This design comes from an exercise in tuning for small area, a short achievable clock period and few clock cycles per item on the open sky130 flow, not from production work. No run shown here included a check of the RTL's function; only the layout flow was run. Power and IR drop assume default switching activity.

==> design.v <==
module agc4_cpu (
    input  wire        clk,
    input  wire        rst,            
    output wire        mem_req,
    output wire        mem_we,
    output wire [14:0] mem_addr,
    output wire [14:0] mem_wdata,
    input  wire        mem_ack,
    input  wire [14:0] mem_rdata,
    input  wire [63:0] in_regs,
    output wire        boundary,
    output wire        fault,
    output reg  [15:0] reg_a,
    output reg  [15:0] reg_q,
    output reg  [11:0] reg_z,
    output reg  [15:0] reg_lp,
    output reg  [15:0] reg_b,
    output reg  [4:0]  reg_bank,
    output wire [79:0] out_regs        
);
    localparam [11:0] START_ADDR  = 12'o2000;
    localparam [4:0]  FIXED_BANKS = 5'd24;
    localparam [2:0] P_OP    = 3'd0;    
    localparam [2:0] P_WR    = 3'd1;    
    localparam [2:0] P_F     = 3'd2;    
    localparam [2:0] P_FA    = 3'd3;    
    localparam [2:0] P_RSM   = 3'd4;    
    localparam [2:0] P_MD    = 3'd5;    
    localparam [2:0] P_IX    = 3'd6;    
    localparam [2:0] P_FAULT = 3'd7;
    reg [2:0]  ph;
    reg        first;        
    reg        isdv;         
    reg        sgn;          
    reg        dvbad;        
    reg [3:0]  cnt;          
    reg [15:0] kval;         
    reg        f_ccs, f_cs, f_mask, f_su, f_idx, f_md;    
    reg [15:0] out0, out1, out2, out3, out4;
    assign out_regs = {out4, out3, out2, out1, out0};
    assign boundary = (ph == P_OP) && first;
    assign fault    = (ph == P_FAULT);
    wire ph_op  = (ph == P_OP);
    wire ph_wr  = (ph == P_WR);
    wire ph_f   = (ph == P_F);
    wire ph_fa  = (ph == P_FA);
    wire ph_rsm = (ph == P_RSM);
    wire ph_md  = (ph == P_MD);
    wire ph_ix  = (ph == P_IX);
    wire        b_ext = reg_b[15] ^ reg_b[14];
    wire [2:0]  b_op  = reg_b[14:12];
    wire [11:0] kk    = reg_b[11:0];
    wire d_tc    = !b_ext && b_op == 3'd0;
    wire d_ccs   = !b_ext && b_op == 3'd1;
    wire d_grp2  = !b_ext && b_op == 3'd2;
    wire d_nop   = d_grp2 && (kk == 12'o16 || kk == 12'o17);
    wire d_rsm   = d_grp2 && (kk == 12'o25);
    wire d_index = d_grp2 && !d_nop && !d_rsm;
    wire d_xch   = !b_ext && b_op == 3'd3;
    wire d_cs    = !b_ext && b_op == 3'd4;
    wire d_ts    = !b_ext && b_op == 3'd5;
    wire d_ad    = !b_ext && b_op == 3'd6;
    wire d_mask  = !b_ext && b_op == 3'd7;
    wire d_mp    = b_ext && b_op == 3'd1;
    wire d_dv    = b_ext && b_op == 3'd2;
    wire d_su    = b_ext && b_op == 3'd3;
    wire d_bad   = b_ext && (b_op == 3'd0 || b_op[2]);
    wire d_md    = d_mp || d_dv;
    wire bank_bad = (reg_bank == 5'd0) || (reg_bank > FIXED_BANKS);
    wire k_reg  = (kk[11:4] == 8'd0);
    wire k_fix  = (kk[11:10] != 2'b00);
    wire k_bad  = k_reg ? (kk[3:0] == 4'o15 || kk[3:0] == 4'o16)
                        : (kk[11:10] == 2'b11 && bank_bad);
    wire k_z    = k_reg && (kk[3:0] == 4'o02);
    wire k_zb   = k_z || (k_reg && kk[3:0] == 4'o17);    
    wire z_reg  = (reg_z[11:4] == 8'd0);
    wire z_bad  = z_reg ? (reg_z[3:0] == 4'o15 || reg_z[3:0] == 4'o16)
                        : (reg_z[11:10] == 2'b11 && bank_bad);
    wire z_memf = !z_reg && !z_bad;      
    wire a_ovf  = reg_a[15] ^ reg_a[14];
    wire w_nobus = k_fix || (k_reg && !k_zb);
    wire ts_sh   = !a_ovf && w_nobus && z_memf;
    wire wr_sh   = w_nobus && z_memf;
    wire op_k   = d_tc || (d_ts && !ts_sh) || !(d_nop || d_rsm || d_ts);
    wire at_k   = (ph_op && op_k) || (ph_wr && !wr_sh);
    wire at_r   = (ph_op && d_rsm) || ph_rsm;
    wire [11:0] sa = at_k ? kk : at_r ? {10'b0000000101, ph_rsm ? cnt[1:0] : 2'b00} : reg_z;
    wire is_wr  = (ph_op && d_ts && !ts_sh) || (ph_wr && !wr_sh);
    wire no_acc = ph_md || ph_ix || (ph == P_FAULT) || (ph_op && d_bad);
    wire        sa_reg  = (sa[11:4] == 8'd0);
    wire        sa_bank = (sa[11:10] == 2'b11);
    wire        sa_bad  = sa_reg ? (sa[3:0] == 4'o15 || sa[3:0] == 4'o16)
                                 : (sa_bank && bank_bad);
    assign mem_req   = !no_acc && !sa_reg && !sa_bad && !(is_wr && sa[11:10] != 2'b00);
    assign mem_we    = is_wr;
    assign mem_addr  = sa_bank ? {reg_bank, sa[9:0]} : {3'b000, sa};
    wire [14:0] wd = {reg_a[15], reg_a[13:0]};
    reg  [14:0] wd_edit;
    always @(*) begin
        case (kk)
            12'o20:  wd_edit = {wd[0], wd[14:1]};                   
            12'o21:  wd_edit = {wd[14], wd[14:1]};                  
            12'o22:  wd_edit = {wd[13:0], wd[14]};                  
            12'o23:  wd_edit = {wd[14], wd[12:0], 1'b0};            
            default: wd_edit = wd;
        endcase
    end
    assign mem_wdata = wd_edit;
    reg [15:0] reg_rd;
    always @(*) begin
        case (ph_op ? kk[3:0] : reg_z[3:0])
            4'o00: reg_rd = reg_a;
            4'o01: reg_rd = reg_q;
            4'o02: reg_rd = {4'd0, reg_z};
            4'o03: reg_rd = reg_lp;
            4'o04: reg_rd = in_regs[15:0];
            4'o05: reg_rd = in_regs[31:16];
            4'o06: reg_rd = in_regs[47:32];
            4'o07: reg_rd = in_regs[63:48];
            4'o10: reg_rd = out0;
            4'o11: reg_rd = out1;
            4'o12: reg_rd = out2;
            4'o13: reg_rd = out3;
            4'o14: reg_rd = out4;
            4'o17: reg_rd = {11'd0, reg_bank};
            default: reg_rd = 16'd0;
        endcase
    end
    wire [15:0] mem_word = {mem_rdata[14], mem_rdata};
    wire        rd_reg   = ph_op ? k_reg : z_reg;
    wire [15:0] rd_word  = rd_reg ? reg_rd : mem_word;
    wire        rd_done  = rd_reg || mem_ack;
    wire        kneg    = kval[15];
    wire [15:0] kabs    = kval ^ {16{kneg}};
    wire        fa_ccs  = ph_fa && f_ccs;
    wire        md_dv   = ph_md && isdv;
    wire [15:0] ax = fa_ccs ? 16'o177776 :
                     ph_ix  ? reg_b :
                     md_dv  ? {reg_a[14:0], 1'b0} : reg_a;
    wire [15:0] ay = fa_ccs ? kabs :
                     ph_md  ? (isdv ? ~kval : (reg_lp[0] ? kval : 16'd0)) :
                     (f_su  ? ~kval : kval);
    wire [15:0] ag = ax & ay;
    wire [15:0] ap = ax ^ ay;
    reg  [15:0] pg, pp, tg, tp;
    integer     li, bi;
    always @(*) begin
        pg = ag;
        pp = ap;
        for (li = 0; li < 4; li = li + 1) begin
            tg = pg;
            tp = pp;
            for (bi = 0; bi < 16; bi = bi + 1)
                if ((bi >> li) & 1) begin
                    tg[bi] = pg[bi] | (pp[bi] & pg[((bi >> li) << li) - 1]);
                    tp[bi] = pp[bi] & pp[((bi >> li) << li) - 1];
                end
            pg = tg;
            pp = tp;
        end
    end
    wire        aci  = ph_md ? isdv : pg[15];
    wire [15:0] acy  = {pg[14:0] | (pp[14:0] & {15{aci}}), aci};
    wire [16:0] sum  = {pg[15] | (pp[15] & aci), ap ^ acy};
    wire        qbit = sum[16] || dvbad;
    reg  [11:0] zb;
    reg  [1:0]  zi;
    wire [1:0]  ccs_skip = {rd_word[15], (rd_word == 16'd0) || (rd_word == 16'hffff)};
    always @(*) begin
        zb = reg_z;
        zi = 2'd1;
        if (ph_op && d_tc)
            zb = kk;
        else if (ph_op && d_ccs)
            zi = ccs_skip;
        else if (ph_op && d_ts && !ts_sh) begin
            if (k_z) zb = reg_a[11:0];
            zi = {1'b0, a_ovf};
        end else if (ph_wr && !wr_sh) begin
            zb = reg_a[11:0];     
            zi = 2'd0;
        end
    end
    wire [11:0] z_inc = zb + {10'd0, zi};
    task wr_reg;
        begin
            case (kk[3:0])
                4'o01: reg_q    <= reg_a;
                4'o03: reg_lp   <= reg_a;
                4'o10: out0     <= reg_a;
                4'o11: out1     <= reg_a;
                4'o12: out2     <= reg_a;
                4'o13: out3     <= reg_a;
                4'o14: out4     <= reg_a;
                4'o17: reg_bank <= reg_a[4:0];
                default: ;
            endcase
        end
    endtask
    always @(posedge clk) begin
        if (rst) begin
            ph       <= P_F;            
            first    <= 1'b0;
            reg_a    <= 16'd0;
            reg_q    <= 16'd0;
            reg_z    <= START_ADDR;
            reg_lp   <= 16'd0;
            reg_b    <= 16'd0;
            reg_bank <= 5'd0;
            out0     <= 16'd0;
            out1     <= 16'd0;
            out2     <= 16'd0;
            out3     <= 16'd0;
            out4     <= 16'd0;
        end else begin
            first <= 1'b0;
            if (ph_op) begin
                f_ccs  <= d_ccs;
                f_cs   <= d_cs;
                f_mask <= d_mask;
                f_su   <= d_su;
                f_idx  <= d_index;
                f_md   <= d_md;
            end
            case (ph)
                P_OP: begin
                    if (d_bad || (!(d_nop || d_rsm) && k_bad) || (d_nop && z_bad)) begin
                        ph <= P_FAULT;
                    end else if (d_tc) begin
                        if (rd_done) begin
                            reg_b <= rd_word;
                            reg_q <= {4'd0, reg_z};
                            reg_z <= z_inc;
                            first <= 1'b1;
                        end
                    end else if (d_nop) begin
                        if (z_reg) begin
                            ph <= P_F;
                        end else if (mem_ack) begin
                            reg_b <= mem_word;
                            reg_z <= z_inc;
                            first <= 1'b1;
                        end
                    end else if (d_rsm) begin
                        if (mem_ack) begin
                            reg_z <= mem_rdata[11:0];
                            cnt   <= 4'd1;
                            ph    <= P_RSM;
                        end
                    end else if (d_ts) begin
                        if (ts_sh ? mem_ack : (k_reg || k_fix || mem_ack)) begin
                            if (k_reg) wr_reg;
                            if (a_ovf)
                                reg_a <= reg_a[15] ? 16'o177776 : 16'o000001;
                            if (ts_sh) begin
                                reg_b <= mem_word;
                                reg_z <= z_inc;
                                first <= 1'b1;
                            end else begin
                                if (a_ovf || k_z) reg_z <= z_inc;
                                ph <= P_F;
                            end
                        end
                    end else if (rd_done) begin
                        kval <= rd_word;
                        if (d_ccs) reg_z <= z_inc;
                        if (d_xch) begin
                            ph <= P_WR;
                        end else if (d_md) begin
                            ph    <= P_MD;
                            cnt   <= 4'd13;
                            isdv  <= d_dv;
                            sgn   <= reg_a[15] ^ rd_word[15];
                            dvbad <= a_ovf || (rd_word[15] ^ rd_word[14]) ||
                                     !((reg_a[13:0] ^ {14{reg_a[15]}}) <
                                       (rd_word[13:0] ^ {14{rd_word[15]}}));
                            kval  <= {2'b00, rd_word[13:0] ^ {14{rd_word[15]}}};
                            reg_a <= d_dv ? {2'b00, reg_a[13:0] ^ {14{reg_a[15]}}} : 16'd0;
                            if (d_mp)
                                reg_lp <= {2'b00, reg_a[13:0] ^ {14{reg_a[15]}}};
                        end else begin
                            ph <= P_FA;
                        end
                    end
                end
                P_WR: begin
                    if (wr_sh ? mem_ack : (k_reg || k_fix || mem_ack)) begin
                        if (k_reg) wr_reg;
                        if (k_z) reg_z <= z_inc;
                        reg_a <= kval;
                        if (wr_sh) begin
                            reg_b <= mem_word;
                            reg_z <= z_inc;
                            first <= 1'b1;
                            ph    <= P_OP;
                        end else begin
                            ph <= P_F;
                        end
                    end
                end
                P_F, P_FA: begin
                    if (z_bad) begin
                        ph <= P_FAULT;
                    end else if (z_reg && ph_fa && !f_idx) begin
                        if (f_ccs)       reg_a <= (kabs == 16'd0) ? 16'd0 : sum[15:0];
                        else if (f_cs)   reg_a <= ~kval;
                        else if (f_mask) reg_a <= reg_a & kval;
                        else if (f_md) begin
                            if (sgn) begin
                                reg_a <= ~reg_a;
                                if (!isdv) reg_lp <= ~reg_lp;
                            end
                        end else         reg_a <= sum[15:0];
                        ph <= P_F;
                    end else if (rd_done) begin
                        if (ph_fa) begin
                            if (f_ccs)       reg_a <= (kabs == 16'd0) ? 16'd0 : sum[15:0];
                            else if (f_cs)   reg_a <= ~kval;
                            else if (f_mask) reg_a <= reg_a & kval;
                            else if (f_md) begin
                                if (sgn) begin
                                    reg_a <= ~reg_a;
                                    if (!isdv) reg_lp <= ~reg_lp;
                                end
                            end else if (!f_idx) reg_a <= sum[15:0];
                        end
                        reg_b <= rd_word;
                        reg_z <= z_inc;
                        if (ph_fa && f_idx) begin
                            ph <= P_IX;
                        end else begin
                            first <= 1'b1;
                            ph    <= P_OP;
                        end
                    end
                end
                P_IX: begin
                    reg_b <= sum[15:0];
                    first <= 1'b1;
                    ph    <= P_OP;
                end
                P_RSM: begin
                    if (mem_ack) begin
                        cnt <= cnt + 4'd1;
                        case (cnt[1:0])
                            2'd1: reg_b <= mem_word;
                            2'd2: reg_a <= mem_word;
                            default: begin
                                reg_q <= mem_word;
                                first <= 1'b1;
                                ph    <= P_OP;
                            end
                        endcase
                    end
                end
                P_MD: begin
                    cnt <= cnt - 4'd1;
                    if (isdv) begin
                        reg_a <= {2'b00, qbit ? sum[13:0] : ax[13:0]};
                        reg_b <= {reg_b[14:0], qbit};
                        if (cnt == 4'd0)
                            reg_a <= {2'b00, reg_b[12:0], qbit};
                    end else begin
                        reg_a  <= {2'b00, sum[14:1]};
                        reg_lp <= {2'b00, sum[0], reg_lp[13:1]};
                    end
                    if (cnt == 4'd0) ph <= P_FA;
                end
                default: ph <= P_FAULT;    
            endcase
        end
    end
endmodule
==> run.sh <==
#!/bin/bash
# synth_recipe.tcl (not shown) runs the flow's synth.tcl, then flattens the netlist and writes it again
# the make line also repeats each setting of config.mk as NAME=value (left out here)
make -C /OpenROAD-flow-scripts/flow DESIGN_CONFIG=/design/flow/config.mk WORK_HOME=/design/flow/orfs CLKGATE_MAP_FILE= SYNTH_SCRIPT=/design/flow/synth_recipe.tcl finish
==> config.mk <==
export PLATFORM = sky130hd
export DESIGN_NAME = agc4_cpu
export DESIGN_NICKNAME = agc4_cpu
export VERILOG_FILES = /design/flow/design.v
export SDC_FILE = /design/flow/constraint.sdc
export NUM_CORES = 4
export LEC_CHECK = 0
export CAP_MARGIN = 20
export CORE_MARGIN = 2
export CORE_UTILIZATION = 40
export PLACE_DENSITY = 0.6
export SLEW_MARGIN = 20
==> constraint.sdc <==
create_clock -name core_clock -period 8.0 [get_ports {clk}]
set_input_delay 1.6000 -clock core_clock [delete_from_list [all_inputs] [get_ports {clk}]]
set_output_delay 1.6000 -clock core_clock [all_outputs]
set_load 0.01 [all_outputs]
==> impl_results.md, run 1 <==
- Run status: finished clean
- Total leakage power: 8.27 nW
- CP Max Fanout: 28
- Via count of the first global-routing pass: 21,400
- Part of the power in combinational logic: 0.726
- Seq. cell area: 4180 sq um
- Final number of setup-violating endpoints: 0
- Clock period minus final worst setup slack: 7.22 ns
- Post-synth top flop: dfxtp_1
- Quantity of gates resized following cts: 0
- Yosys warns: 1
- GP Congestion: 1.07
- Post-Synthesis Net Count: 2,616
- TritonCTS clock tree: done
- Critical path capture point type: output pin
- Total standard cell area after synthesis: 17,800 sq um
- Sequential share of the synthesized area: 0.234
- Clock skew: 0.0171 ns
- Slew Limit Fails: 0
- Die Outline Area: 46,200 sq um
- Post-synthesis to final-layout area growth: 23.0%
- Internal Pwr Total: 3.56 mW
- Met2 Wirelength: 45,400 um
- Effective utilization at floorplan: 0.404
- Setup TNS: 0 ns
- Total track usage: 0.465
- Pwr/cell area: 392 nW/um^2
- Post-detailed-route via-to-cell ratio: 7.06
- Share of synthesized flip-flops with an asynchronous set or reset: 0
- Root Buffer Master: clkbuf_16
- Number of buffers on the longest clock path: 2
- Count leader, synth: nand2_1
- Half-perimeter wire length of the detailed placement result: 81,000 um
- Sequential Power Share: 0.165
- Fraction of layout instances using a drive strength above 1: 0.0791
- Crit path arrival time: 5.62 ns
- Switching share of power: 0.585
- Multi-input combinational cell area: 12,600 sq um
- Top Layer Used: met5
- Final-layout worst hold slack: 0.501 ns
- Max incr delay on CP: 1.13 ns
- Vias post-DR: 23,100
- Count of hold-fix buffers inserted at cts: 0
- Average footprint of a synthesized cell: 7.14 sq um
- Critical path class: register to output pin
- FF+latch count, synth: 194
- Port bufs: 276
- MaxCap Viol Count: 0
- Core footprint: 44,000 sq um
- Timing-limited maximum frequency: 138 MHz
- Synth area leader: dfxtp_1
- Detailed-routing wirelength on met1: 41,400 um
- Met3 routed wirelength: 15,400 um
- First-pass GRT wire length: 157,000 um
- Final worst-path cycle share: 0.903
- Number of design rule violations left after detail routing: 0
- Global-route congestion overflow total: 0
- Drt wl/cell: 33.8 um
- TritonCTS Buffers: 17
- Net Sw Power: 5.03 mW
- Type of origin of the critical path: register
- Die extent in y: 215 um
- Gate count of the mapped netlist: 2,493
- Clock network fraction of design power: 0.109
- Yosys cell types: 88
- Required time of the worst setup path: 6.40 ns
- Slowest-stage cell, CP: nor4bb_1
- Worst min-delay path class: register to register
- Critical path cell sequence: nor4bb_1 > nand4_1 > nand3_1 > o21bai_2 > nand2_1 > o21ai_0 > or4_1 > o22ai_1 > nor2_1 > clkdlybuf4s50_1
- Worst-case headroom to the max-slew limit: 0.170
- Number of detailed-route iterations in the first pass: 9
- Highest ir drop seen on vdd: 0.219 mV
- Largest cells by area after synthesis: dfxtp_1 (19%), mux2i_1 (6.4%), nand2_1 (6.2%)
- Setup repair bufs after CTS: 0
- RSZ-0062 raised after global routing: false
- Clock latency at the later pin of the worst-skew pair: 0.53 ns
- Cell family with the largest share of critical-path delay: simple AND/OR/NAND/NOR gates
- Hold Fails Final Rpt: 0
- List of most frequent post-synthesis cells: nand2_1 (295), nor2_1 (287), a21oi_1 (209), clkbuf_1 (185)
- Buffering stage count on the worst path with inverters included: 1
- # clock sinks: 194
- Horizontal die dimension: 215 um
- H-Tree Level Count: 4
- Largest net degree at the start of global routing: 72
- Number of flops mapped to enable cells by yosys: 29
- Count of nets left with antenna violations after detail routing: 0
- Number of ports placed on the die boundary: 277
- Layout fillers: 4,385
- Clock-pin slew on the worst setup and hold paths: 0.09 ns
- Number of nets in the layout: 2,789
- Area share of the largest cell type after synthesis: 0.186
- Core Util, Final: 0.497
- Number of standard-cell rows in the floorplan: 77
- Worst-Margin Slew: 1.23 ns
- Tot Pwr: 8.59 mW
- Initial antenna violation count: 6
- Final WL: 111,000 um
- Count of routing violations after the opening detailed-route iteration: 3,985
## worst reg2reg max path, stage by stage, from the launching register on
cell	delay [ns]
dfxtp_1	1.06
nor4bb_1	1.14
mux2_2	0.53
a22oi_1	0.15
nand4_1	0.12
nor3b_1	0.09
o21ai_2	0.83
ha_1	0.30
nand4_1	0.08
nor4_1	0.34
a32oi_1	0.16
o31ai_1	0.24
ha_1	0.35
fa_1	0.25
inv_1	0.08
nor4_1	0.55
nand2_1	0.17
nor3b_1	0.29
xor2_1	0.19
o221ai_1	0.11
## area by class of cell
cell class              count  share of cell area
inverters                  44             0.00754
clock inverters            14             0.00731
repair buffers            391               0.166
diodes                      2            0.000229
flip-flops and latches    194               0.191
well taps                 592              0.0338
clock buffers              18              0.0201
multi-input cells        2018               0.574
## stage by stage
step / setup WS (ns) / instance area [sq um] / instances
after detailed placement: 1.33 / 21300 / 3238
final: 0.779 / 21900 / 3273
after CTS: 1.11 / 21900 / 3270
after global placement: 1.35 / 21300 / 3238
after global routing: 0.707 / 21900 / 3271
after floorplan: 2.45 / 17800 / 2493
## cell families after synthesis
| kind of cell | count (synthesis) | synth area share |
|---|---|---|
| AO/OA/AOI/OAI | 809 | 0.305 |
| XOR/XNOR | 71 | 0.0349 |
| adder cells (fa/ha/maj) | 41 | 0.0301 |
| buffers and inverters | 281 | 0.0622 |
| flip-flops | 194 | 0.234 |
| multiplexers | 136 | 0.0781 |
| AND/OR/NAND/NOR | 961 | 0.255 |
## final timing paths
kind	endpoint	slack, ns	depth (start not counted)	start
max	mem_req	0.78	10	reg_b[2]$_SDFFE_PP0P_
max reg2reg	reg_z[8]$_SDFFE_PP0P_	0.86	19	reg_b[2]$_SDFFE_PP0P_
min	out2[7]$_SDFFE_PP0P_	0.50	2	out2[7]$_SDFFE_PP0P_
min reg2reg	out2[7]$_SDFFE_PP0P_	0.50	2	out2[7]$_SDFFE_PP0P_
## placed cells by master, fill, tap and decap left out, types with 11 or more instances in the layout
cell type,n
o22ai_1,12
o31ai_1,12
a211oi_1,26
a222oi_1,39
nor2b_1,19
dfxtp_1,160
and3_1,28
a22o_1,26
nand2b_1,27
a32oi_1,11
and2_1,16
nand2_1,295
mux2_2,23
mux2i_1,113
nor2_1,286
a21oi_1,209
buf_4,115
a22oi_1,54
nor4_1,14
or4_1,13
ha_1,38
o21ai_0,165
nor3_1,53
nand4_1,17
xor2_1,38
clkdlybuf4s50_1,275
edfxtp_1,29
a21o_1,18
o211ai_1,37
a221oi_1,32
o221ai_1,20
inv_1,43
xnor2_1,33
nor4bb_1,15
nand3_1,110
clkbuf_16,17
a31oi_1,36
## power by group through the flow
| stage | combinational, mW | clock (mW) | sequential (mW) |
|---|---|---|---|
| floorplan | 3.55 | 0 | 1.26 |
| global placement | 5.88 | 0 | 1.41 |
| detailed placement | 5.90 | 0 | 1.41 |
| CTS | 5.92 | 0.931 | 1.39 |
| global route | 6.48 | 0.971 | 1.41 |
| finish | 6.24 | 0.936 | 1.42 |
## layer usage
| metal | global-route usage | vias up |
|---|---|---|
| met2 | 0.679 | 1965 |
| met5 | 0 | - |
| met1 | 0.583 | 11000 |
| li1 | - | 9631 |
| met4 | 0.293 | 8 |
| met3 | 0.159 | 448 |
==> run 2, diff against run 1 <==
--- a/config.mk
+++ b/config.mk
@@ -11,2 +11,3 @@
 export PLACE_DENSITY = 0.6
+export SETUP_SLACK_MARGIN = 4
 export SLEW_MARGIN = 20
==> impl_results.md, run 2 <==
- Critical path class: register to output pin
- Timing-limited maximum frequency: 194 MHz
- Horizontal die dimension: 215 um
- TritonCTS clock tree: done
- Crit path arrival time: 3.56 ns
- First-pass GRT wire length: 164,000 um
- Initial antenna violation count: 3
- MaxCap Viol Count: 0
- Number of nets in the layout: 3,019
- Largest net degree at the start of global routing: 75
- Post-synthesis to final-layout area growth: 47.3%
- Slowest-stage cell, CP: or4_4
- Port bufs: 276
- CP Max Fanout: 38
- Pwr/cell area: 422 nW/um^2
- Final WL: 118,000 um
- Gate count of the mapped netlist: 2,493
- Met2 Wirelength: 47,400 um
- Cell family with the largest share of critical-path delay: simple AND/OR/NAND/NOR gates
- Post-Synthesis Net Count: 2,616
- Fraction of layout instances using a drive strength above 1: 0.263
- Clock latency at the later pin of the worst-skew pair: 0.51 ns
- Critical path capture point type: output pin
- Total track usage: 0.485
- Core footprint: 44,000 sq um
- Setup WS pre-CTS: 1.93 ns
- Worst-case headroom to the max-slew limit: 0.264
- Effective utilization at floorplan: 0.404
- Number of standard-cell rows in the floorplan: 77
- Number of detailed-route iterations in the first pass: 9
- Post-synth top flop: dfxtp_1
- FF+latch count, synth: 194
- Share of synthesized flip-flops with an asynchronous set or reset: 0
- Count of routing violations after the opening detailed-route iteration: 4,311
- Run status: finished clean
- List of most frequent post-synthesis cells: nand2_1 (295), nor2_1 (287), a21oi_1 (209), clkbuf_1 (185)
- Clock period minus final worst setup slack: 5.16 ns
- Die extent in y: 215 um
- H-Tree Level Count: 4
- Worst-Margin Slew: 1.10 ns
- Max incr delay on CP: 0.52 ns
- Total leakage power: 10.1 nW
- Area share of the largest cell type after synthesis: 0.186
- RSZ-0062 raised after global routing: true
- Drt wl/cell: 33.6 um
- Detailed-routing wirelength on met1: 42,500 um
- Type of origin of the critical path: register
- Number of buffers on the longest clock path: 2
- Sequential share of the synthesized area: 0.234
- Largest cells by area after synthesis: dfxtp_1 (19%), mux2i_1 (6.4%), nand2_1 (6.2%)
- Top Layer Used: met5
- Root Buffer Master: clkbuf_16
- Most frequent cells in the layout: nor2_1 (263), nand2_1 (258), buf_4 (254)
- Highest ir drop seen on vdd: 0.310 mV
- Via count of the first global-routing pass: 23,100
- Total standard cell area after synthesis: 17,800 sq um
- Post-detailed-route via-to-cell ratio: 7.10
- Met3 routed wirelength: 17,300 um
- Vias post-DR: 24,900
- Die Outline Area: 46,200 sq um
- Buffering stage count on the worst path with inverters included: 3
- Final number of setup-violating endpoints: 0
- Post-layout worst setup margin: 2.84 ns
- Count leader, synth: nand2_1
- Required time of the worst setup path: 6.40 ns
- Synth area leader: dfxtp_1
- Core Util, Final: 0.596
- Number of flops mapped to enable cells by yosys: 29
- Clock skew: 0.0135 ns
- Final worst-path cycle share: 0.645
- Hold Fails Final Rpt: 0
- Yosys warns: 1
- Average footprint of a synthesized cell: 7.14 sq um
- Yosys cell types: 88
- Global-route congestion overflow total: 0
- Count of nets left with antenna violations after detail routing: 0
- # clock sinks: 194
- Slew Limit Fails: 0
- Leading cell type in the layout, fill and taps excluded: nor2_1
- Critical path cell sequence: clkbuf_8 > nor4bb_4 > nand4_1 > nand3_4 > o21bai_4 > buf_6 > nand2_2 > o21ai_2 > or4_4 > o22ai_4 > nor2_1 > buf_2
- Number of design rule violations left after detail routing: 0
- Number of ports placed on the die boundary: 277
- Worst min-delay path class: register to register
- GP Congestion: 1.05
- TritonCTS Buffers: 17
- Setup TNS: 0 ns
- Clock-pin slew on the worst setup and hold paths: 0.09 ns
- Half-perimeter wire length of the detailed placement result: 80,200 um
- Final-layout worst hold slack: 0.481 ns
run 2: cell count changes in the layout (fill, tap and decap cells not counted), moves of 15 or more:
cell,before,now
buf_6,0,68
buf_4,115,254
a21oi_2,0,18
o21ai_2,2,36
nand2_2,0,24
a21oi_1,209,180
dfxtp_1,160,142
nor2_2,1,16
clkdlybuf4s50_1,275,253
nor2_1,286,263
o21ai_0,165,108
nand2_1,295,258
run 2: layout make-up:
cell class | instances | area (sq um)
Fill cell | 4015 | 17800
Multi-Input combinational cell | 2026 | 14700
Timing Repair Buffer | 613 | 5730
Sequential cell | 194 | 4240
Tap cell | 592 | 741
Clock buffer | 18 | 429
Inverter | 44 | 184
Clock inverter | 14 | 160
Antenna cell | 3 | 7.51
run 2: worst register-to-register path: cells and delay by family (launching register included):
kind,cells,cell delay [ns]
compound gates,14,2.06
xor+xnor,1,0.20
fa+ha+maj,2,0.79
buf+inv,8,0.93
flops,1,0.40
simple gates,6,0.64
run 2: per-layer routing:
metal	up-vias	global-route usage
met2	2383	0.701
met5	-	0.00208
met3	632	0.163
met4	4	0.338
li1	10100	-
met1	11700	0.605
run 2: cell families (layout without fill, tap and decap cells):
logic type	Yosys count	in the layout	synth area share
xor+xnor	71	71	0.0349
fa+ha+maj	41	41	0.0301
simple gates	961	963	0.255
buf+inv	281	689	0.0622
other cells	0	3	0
compound gates	809	813	0.305
flops	194	194	0.234
mux	136	138	0.0781
run 2: through the flow:
| stage | instances | instance area (sq um) | total power [mW] |
|---|---|---|---|
| 2_1_floorplan | 2493 | 18500 | 5.15 |
| 3_3_place_gp | 3216 | 21600 | 7.53 |
| 3_5_place_dp | 3216 | 21600 | 7.54 |
| 4_1_cts | 3432 | 25100 | 9.93 |
| 5_1_grt | 3502 | 26200 | 11.3 |
| 6_report | 3504 | 26200 | 11.1 |
run 2: power by group:
group / switching [mW] / total [mW] / leakage [nW] / internal, mW
Combinational: 5.30 / 8.75 / 8.24 / 3.44
Clock: 0.494 / 0.915 / 0.289 / 0.421
Sequential: 0.277 / 1.41 / 1.61 / 1.14
run 2: final timing paths:
| path | slack (ns) | from | cells after the start | to |
|---|---|---|---|---|
| max | 2.84 | reg_b[0]$_SDFFE_PP0P_ | 12 | mem_req |
| min | 0.48 | out0[8]$_SDFFE_PP0P_ | 2 | out0[8]$_SDFFE_PP0P_ |
| max reg2reg | 2.86 | ph[1]$_SDFFE_PP1P_ | 31 | reg_a[1]$_SDFFE_PP0P_ |
| min reg2reg | 0.48 | out0[8]$_SDFFE_PP0P_ | 2 | out0[8]$_SDFFE_PP0P_ |
run 2: timing repair:
item / CTS / global route
setup buffers: 175 / 68
hold buffers: 0 / 0
hold endpoints to repair: 0 / 0
gates cloned: 9 / 1
pin swaps: 118 / 109
resized for setup: 354 / 167
endpoints found under the setup margin: 209 / 118

[port drivers added, routing unchanged]
In the flow no input, the clock included, has a driving cell. The finished layouts below were timed again as built, in two steps.
Step 1: set_driving_cell puts a clkbuf_16 on clk and a buf_2 on each other input, an assumption about the parent block.
Step 2 times the ports against the registers' clock, not the clock port: input delays grow and output delays shrink by t, the midpoint of the rising clock arrivals with the driver on.
a / b / c = ideal / step 1 / step 2; a / b = the first two.
run	t, ns	slack for setup (ns)	hold WS [ns]	worst setup path after step 2
run 1	0.585	0.779 / 0.713 / 0.857	0.501 / 0.501 / 0.501	register to register
run 2	0.573	2.839 / 2.773 / 2.428	0.481 / 0.481 / 0.481	input to register
After both steps every run listed still meets setup and hold. The setup slack of run 2, which loses most, moves by -0.066 ns with the drivers and by -0.411 ns with both steps.
